From an optimization exercise on the open Yosys and OpenROAD flow, aimed at small area, a short achievable clock period and few clock cycles; shortcuts taken in it are not production practice.
Only simulation tests tie the RTL to the original design; equivalence was not proved.
Power and IR drop assume default switching activity.

==> inputs of 09-23 <==
Design unthbuf_unit, start of the top module:
module unthbuf_unit (
    input  wire        clk,
    input  wire        rst,         
    input  wire        cmd_valid,
    input  wire [7:0]  cmd_op,
    input  wire [63:0] cmd_a,
    input  wire [63:0] cmd_b,
    output reg         rsp_valid,
    output wire [7:0]  rsp_status,
    output wire [63:0] rsp_d0,
    output wire [63:0] rsp_d1
);
    localparam MAX_CELLS = 8;
    localparam ST_OK        = 3'h0;
    localparam ST_BADWIDTH  = 3'h1;
    localparam ST_INDEX     = 3'h2;
    localparam ST_TOOWIDE   = 3'h3;
    localparam ST_CAPACITY  = 3'h4;
    localparam ST_ILLEGAL   = 3'h5;
    localparam ST_NOTCFG    = 3'h6;
    localparam ST_CELLRANGE = 3'h7;
    integer k;
    genvar  gi;
    function [9:0] add10(input [9:0] x, input [9:0] y);
        reg [9:0] g, p, gn, pn;
        integer i, d;
        begin
            g = x & y;
            p = x ^ y;
            for (d = 1; d < 10; d = d * 2) begin
                gn = g;
                pn = p;
                for (i = d; i < 10; i = i + 1) begin
                    gn[i] = g[i] | (p[i] & g[i-d]);
                    pn[i] = p[i] & p[i-d];
                end
                g = gn;
                p = pn;
            end
            add10 = (x ^ y) ^ {g[8:0], 1'b0};
        end
    endfunction
    function [9:0] sub10(input [9:0] x, input [9:0] y);
        reg [10:0] s;
        begin
            s = add11({x, 1'b1}, {~y, 1'b1});
            sub10 = s[10:1];
        end
    endfunction
    function ge10(input [9:0] x, input [9:0] y);
        reg [15:0] gt, eq, gtn, eqn;
        integer i, n;
        begin
            gt = {6'd0, x & ~y};
            eq = {6'h3f, ~(x ^ y)};
            for (n = 8; n >= 1; n = n / 2) begin
                gtn = 16'd0;
                eqn = 16'd0;
                for (i = 0; i < n; i = i + 1) begin
  ...
export LEC_CHECK = 0
export CAP_MARGIN = 20
export CORE_MARGIN = 2
export CORE_UTILIZATION = 48
export CTS_CLUSTER_DIAMETER = 60
export CTS_CLUSTER_SIZE = 24
export PLACE_DENSITY = 0.7
export SLEW_MARGIN = 20
export SYNTH_HIERARCHICAL = 1
export TNS_END_PERCENT = 20
create_clock -name core_clock -period 100.0 [get_ports {clk}]
standard.sh (not shown) runs the stock make flow with config.mk's settings and CLKGATE_MAP_FILE= SYNTH_SCRIPT=/design/flow/synth_recipe.tcl, a recipe that flattens the netlist after the stock synthesis.
==> flow/flow/run.sh <==
#!/bin/bash
# The standard layout (standard.sh: ORFS synthesis to finish), with these
# changes:
#  * the ports are buffered with sky130_fd_sc_hd__buf_1 instead of the
#    buffer buffer_ports picks on its own (every port still gets a buffer);
#  * ORFS's repair_timing steps aim for more setup slack than the clock
#    period needs, so that they size up the gates of the worst paths; after
#    placement they only resize and swap pins (no buffering or cloning).
# The clock, the SDC and everything else are the standard flow's.
set -euo pipefail
export BUFFER_PORTS_ARGS="-buffer_cell sky130_fd_sc_hd__buf_1"
SETUP_SLACK_MARGIN=76 bash standard.sh synth floorplan > standard_flow_floorplan.log 2>&1
SETUP_SLACK_MARGIN=75.5 SETUP_MOVE_SEQUENCE="unbuffer,sizeup,swap" bash standard.sh > standard_flow.log 2>&1
==> 03-27: changes against 09-23 <==
--- a/flow/design.v
+++ b/flow/design.v
@@ -121,11 +121,10 @@
     reg [6:0]  width;
     reg [9:0]  length;
     reg [6:0]  cell_bits;        
     reg [3:0]  cap_r;            
     reg        cap_new;          
-    reg        cap_pend;         
     reg  [63:0] wmask;
     always @(*)
         for (k = 0; k < 64; k = k + 1)
             wmask[k] = (k < width);
     wire is_cfga = (cmd_op == 8'h01);
@@ -141,43 +140,37 @@
     wire illegal = ~(is_cfg | is_get | is_set | is_len | is_pad | is_cap | is_loc | is_rdc);
     wire op_cfg_lo = (cmd_op[0] ^ cmd_op[1]) & ~cmd_op[2] & ~cmd_op[3];
     wire       a_hi  = |cmd_a[63:10];
     wire [9:0] ai    = cmd_a[9:0];
     wire [6:0] mul_w = op_cfg_lo ? cmd_b[6:0] : width;
-    reg  [9:0] pp [0:5];
-    always @(*) begin
-        for (k = 0; k < 6; k = k + 1)
+    reg  [9:0] pp [0:6];
+    always @(*)
+        for (k = 0; k < 7; k = k + 1)
             pp[k] = (ai << k) & {10{mul_w[k]}};
-        pp[0] = pp[0] | ((ai << 6) & {10{mul_w[6]}});
-    end
     wire [19:0] m1 = csa10(pp[0], pp[1], pp[2]);
     wire [19:0] m2 = csa10(pp[3], pp[4], pp[5]);
     wire [19:0] m3 = csa10(m1[9:0], m1[19:10], m2[9:0]);
-    wire [19:0] m4 = csa10(m3[9:0], m3[19:10], m2[19:10]);
-    wire [9:0]  prod = add10(m4[9:0], m4[19:10]);
-    wire       op_loc_lo = cmd_op[3] & ~cmd_op[0];    
-    wire       dv_len    = cap_pend & ~op_loc_lo;
-    wire [9:0] len_m1    = length - 10'd1;
-    wire [9:0] dv_x      = dv_len ? len_m1 : ai;
+    wire [19:0] m4 = csa10(m2[19:10], pp[6], m3[9:0]);
+    wire [19:0] m5 = csa10(m3[19:10], m4[9:0], m4[19:10]);
+    wire [9:0]  prod = add10(m5[9:0], m5[19:10]);
     wire [9:0] e10 = {3'd0, epc_of(width)};
-    wire [9:0] em [1:7];
-    assign em[1] = e10;
-    assign em[2] = e10 << 1;
-    assign em[3] = add10(e10, e10 << 1);
-    assign em[4] = e10 << 2;
-    assign em[5] = add10(e10, e10 << 2);
-    assign em[6] = em[3] << 1;
-    assign em[7] = sub10(e10 << 3, e10);
-    reg  [7:1] qge;
-    always @(*)
-        for (k = 1; k < 8; k = k + 1)
-            qge[k] = ge10(dv_x, em[k]);
     wire [2:0] cell_al;
-    assign cell_al[2] = qge[4];
-    assign cell_al[1] = qge[6] | (qge[2] & ~qge[4]);
-    assign cell_al[0] = qge[7] | (qge[5] & ~qge[6]) | (qge[3] & ~qge[4]) | (qge[1] & ~qge[2]);
-    wire [3:0] cap_al = (length == 10'd0) ? 4'd0 : {1'b0, cell_al} + 4'd1;
+    wire [9:0] dq_x1, dq_x2;
+    assign cell_al[2] = ge10(ai, e10 << 2);
+    assign dq_x1      = cell_al[2] ? sub10(ai, e10 << 2) : ai;
+    assign cell_al[1] = ge10(dq_x1, e10 << 1);
+    assign dq_x2      = cell_al[1] ? sub10(dq_x1, e10 << 1) : dq_x1;
+    assign cell_al[0] = ge10(dq_x2, e10);
+    wire [2:0] lq;
+    wire [9:0] lx1, lx2, lr;
+    assign lq[2] = (length >= (e10 << 2));
+    assign lx1   = lq[2] ? length - (e10 << 2) : length;
+    assign lq[1] = (lx1 >= (e10 << 1));
+    assign lx2   = lq[1] ? lx1 - (e10 << 1) : lx1;
+    assign lq[0] = (lx2 >= e10);
+    assign lr    = lq[0] ? lx2 - e10 : lx2;
+    wire [3:0] cap_al = {1'b0, lq} + {3'd0, |lr};
     wire idx_oob  = a_hi | ge10(ai, length);
     wire too_wide = |(cmd_b & ~wmask);
     wire [9:0] cb10     = {3'd0, cell_bits};
     wire [19:0] r1      = csa10(cb10 & {10{cmd_a[0]}}, (cb10 << 1) & {10{cmd_a[1]}},
                                 (cb10 << 2) & {10{cmd_a[2]}});
@@ -198,29 +191,26 @@
         else                      status = ST_OK;
     end
     wire ok     = (status == ST_OK);
     wire accept = cmd_valid & ~rst;
     wire [9:0] s_in  = is_rdc ? {1'b0, rdc_pos[8:0]} : prod;
-    reg  [7:0] th_gt, th_eq, th_ge, th_a, th_b;
+    reg  [7:0] th_gt, th_eq, th_ge;
     always @(*)
         for (k = 0; k < 8; k = k + 1) begin
             th_gt[k] = (k > s_in[5:3]);
             th_eq[k] = (k == s_in[5:3]);
             th_ge[k] = (k >= s_in[2:0]);
-            th_a[k]  = s_in[6] ? (k < s_in[5:3]) : (k > s_in[5:3]);
-            th_b[k]  = s_in[6] ? (k < s_in[2:0]) : (k >= s_in[2:0]);
         end
     wire [3:0] c_in1 = {1'b0, s_in[8:6]} + 4'd1;
     reg [2:0]  st_r;
     reg        k_ext, k_rdc, k_len, k_pad, k_cap, k_loc;
     reg        set_r, clr_r;
     reg [9:0]  s_r;               
     reg        rdc_r;             
     reg [2:0]  ra_r;              
     reg        ra_big;            
     reg [7:0]  gt_r, eq_r, ge_r;  
-    reg [7:0]  ia_r, ib_r;        
     reg [2:0]  cal_r;             
     reg [3:0]  esel_r;            
     reg [3:0]  osel_r;            
     reg [5:0]  amt_r;             
     reg [63:0] b_r;
@@ -229,29 +219,22 @@
             rsp_valid  <= 1'b0;
             configured <= 1'b0;
             set_r      <= 1'b0;
             clr_r      <= 1'b0;
             cap_new    <= 1'b0;
-            cap_pend   <= 1'b0;
         end else begin
             rsp_valid <= cmd_valid;
             set_r     <= cmd_valid & ok & is_set;
             clr_r     <= cmd_valid & ok & is_cfg;
             if (cmd_valid & ok & is_cfg)
                 configured <= 1'b1;
             cap_new <= cmd_valid & ok & is_cfg;
-            if (cmd_valid & ok & is_cfg)
-                cap_pend <= 1'b1;
-            else if (packed_lay | dv_len)
-                cap_pend <= 1'b0;
         end
     end
     always @(posedge clk)
-        if (cap_new & packed_lay)
-            cap_r <= s_r[9:6] + {3'd0, |s_r[5:0]};
-        else if (dv_len & ~packed_lay)
-            cap_r <= cap_al;
+        if (cap_new)
+            cap_r <= packed_lay ? (s_r[9:6] + {3'd0, |s_r[5:0]}) : cap_al;
     always @(posedge clk) begin
         st_r  <= status;
         k_ext <= ok & (is_get | is_rdc);
         k_rdc <= is_rdc;
         rdc_r <= is_rdc & configured;
@@ -269,12 +252,10 @@
         end
         b_r   <= cmd_b;
         gt_r  <= th_gt;
         eq_r  <= th_eq;
         ge_r  <= th_ge;
-        ia_r  <= th_a;
-        ib_r  <= th_b;
         cal_r <= cell_al;
         if (accept & ok & is_cfg) begin
             packed_lay <= is_cfgp;
             width      <= cmd_b[6:0];
             length     <= ai;
@@ -295,14 +276,11 @@
         for (k = 0; k < 4; k = k + 1) begin
             ev = ev | (cells[2*k]   & {64{esel_r[k]}});
             od = od | (cells[2*k+1] & {64{osel_r[k]}});
         end
     end
-    reg  [63:0] in_ev;
-    always @(*)
-        for (k = 0; k < 64; k = k + 1)
-            in_ev[k] = ia_r[k / 8] | (eq_r[k / 8] & ib_r[k % 8]);
+    wire [63:0] in_ev = ge_o ^ {64{rc[0]}};
     wire [63:0] g_ev = in_ev & {64{~set_r}};
     wire [63:0] g_od = ~in_ev & {64{~set_r}};
     wire [63:0] rin  = (ev & g_ev) | (od & g_od) | ({b_r[0], b_r[63:1]} & {64{set_r}});
     wire [63:0]  rot;
     unthbuf_rot64 u_rot (.x(rin), .amt(amt_r), .y(rot));
==> flow/flow/run.sh (replaced) <==
#!/bin/bash
# The standard layout (standard.sh: ORFS synthesis to finish), with two
# changes:
#  * the ports are buffered with sky130_fd_sc_hd__buf_1 instead of the
#    buffer buffer_ports picks on its own (every port still gets a buffer);
#  * ORFS's repair_timing steps aim for more setup slack than the clock
#    period needs, so that they shorten the worst paths.
# The clock, the SDC and everything else are the standard flow's.
set -euo pipefail
export BUFFER_PORTS_ARGS="-buffer_cell sky130_fd_sc_hd__buf_1"
export SETUP_SLACK_MARGIN=76
bash standard.sh > standard_flow.log 2>&1
==> flow/config.mk (replaced) <==
export PLATFORM = sky130hd
export DESIGN_NAME = unthbuf_unit
export DESIGN_NICKNAME = unthbuf_unit
export VERILOG_FILES = /design/flow/design.v
export SDC_FILE = /design/flow/constraint.sdc
export NUM_CORES = 4
export LEC_CHECK = 0
export CAP_MARGIN = 20
export CORE_MARGIN = 2
export CORE_UTILIZATION = 30
export PLACE_DENSITY = 0.45
export SLEW_MARGIN = 20
export SYNTH_HIERARCHICAL = 1
==> 01-15: changes against 09-23 <==
--- a/flow/flow/run.sh
+++ b/flow/flow/run.sh
@@ -8,6 +8,6 @@
 #    placement they only resize and swap pins (no buffering or cloning).
 # The clock, the SDC and everything else are the standard flow's.
 set -euo pipefail
 export BUFFER_PORTS_ARGS="-buffer_cell sky130_fd_sc_hd__buf_1"
 SETUP_SLACK_MARGIN=76 bash standard.sh synth floorplan > standard_flow_floorplan.log 2>&1
-SETUP_SLACK_MARGIN=75.5 SETUP_MOVE_SEQUENCE="unbuffer,sizeup,swap" bash standard.sh > standard_flow.log 2>&1
+SETUP_SLACK_MARGIN=75 SETUP_MOVE_SEQUENCE="unbuffer,sizeup,swap" bash standard.sh > standard_flow.log 2>&1
==> flow/config.mk (replaced) <==
export PLATFORM = sky130hd
export DESIGN_NAME = unthbuf_unit
export DESIGN_NICKNAME = unthbuf_unit
export VERILOG_FILES = /design/flow/design.v
export SDC_FILE = /design/flow/constraint.sdc
export NUM_CORES = 4
export LEC_CHECK = 0
export CAP_MARGIN = 20
export CORE_MARGIN = 2
export CORE_UTILIZATION = 40
export PLACE_DENSITY = 0.6
export SLEW_MARGIN = 20
export SYNTH_HIERARCHICAL = 1
export TNS_END_PERCENT = 20
==> comparison <==
First-iteration DRC count: 03-27 < 01-15 < 09-23. Maximum frequency, lowest first: 01-15, 09-23, 03-27. The highest total power belongs to 03-27, the lowest to 09-23. Area after synthesis is the same in 09-23 and 01-15. Between 03-27 and 01-15, the lower non-clock buffer count is in 01-15 (gap 215). The lowest clock skew belongs to 01-15, the highest to 09-23.
==> figures <==
Total clock buffers created by CTS: 09-23 50; 01-15 77; 03-27 81
Final weighted congestion in routability-driven placement: 09-23 1.14; 01-15 1.15; 03-27 1.05
Result of the run: 09-23 no timing/DRC/antenna violations; 01-15 no timing/DRC/antenna violations; 03-27 no timing/DRC/antenna violations
Post-route setup slack: 09-23 75.16 ns; 01-15 74.88 ns; 03-27 75.38 ns
Register-to-Register Path Depth: 09-23 24; 01-15 24; 03-27 33
Reg power frac: 09-23 26.8%; 01-15 26.2%; 03-27 20.1%
Rel. slew slack: 09-23 29.7%; 01-15 10.5%; 03-27 23.1%
Multiplexer share of the synthesized area: 09-23 13.5%; 01-15 13.5%; 03-27 15.2%
Nets@finish: 09-23 4525; 01-15 4558; 03-27 4665
Area taken by flip-flops and latches: 09-23 0.0193 mm2; 01-15 0.0193 mm2; 03-27 0.0190 mm2
Beginning of the worst hold path: 09-23 cap_pend; 01-15 cap_pend; 03-27 configured
Synthesized area per cell: 09-23 10.6 um2; 01-15 10.6 um2; 03-27 10.8 um2
Number of antenna violations at the first check in global routing: 09-23 3; 01-15 8; 03-27 7
Testbench counts of 09-23, summed over its fixed seeds: cycles 12,000.
Testbench counts of 03-27, summed over its fixed seeds: cycles 12,000.
Testbench counts of 01-15, summed over its fixed seeds: cycles 12,000.

==> static timing again, ports no longer ideal <==
Ports are ideal in the flow. The routed layouts listed here were re-timed in OpenROAD.
Step 1, drivers: a clkbuf_16 drives clk and a buf_2 each remaining input, both assumed.
Step 2 also shifts input and output timing later by t, the mid clock arrival at the registers, as if the neighbouring blocks saw the same clock.
a / b / c = ideal / step 1 / step 2; a / b = the first two.
| run | t, ns | slack for setup (ns) | worst hold slack (ns) | worst setup path at the end | cell pins on the clock port's net |
|---|---|---|---|---|---|
| 09-23 | 0.734 | 75.161 / 75.087 / 74.721 | 0.538 / 0.538 / 0.538 | input to register | 1 |
| 03-27 | 0.784 | 75.379 / 75.302 / 74.941 | 0.579 / 0.579 / 0.579 | input to register | 1 |
| 01-15 | 0.733 | 74.879 / 74.798 / 74.560 | 0.540 / 0.540 / 0.540 | input to register | 1 |
After both steps every run listed still meets setup and hold. For 09-23, which loses most, drivers alone change the setup slack by -0.074 ns; drivers and shift together by -0.440 ns.
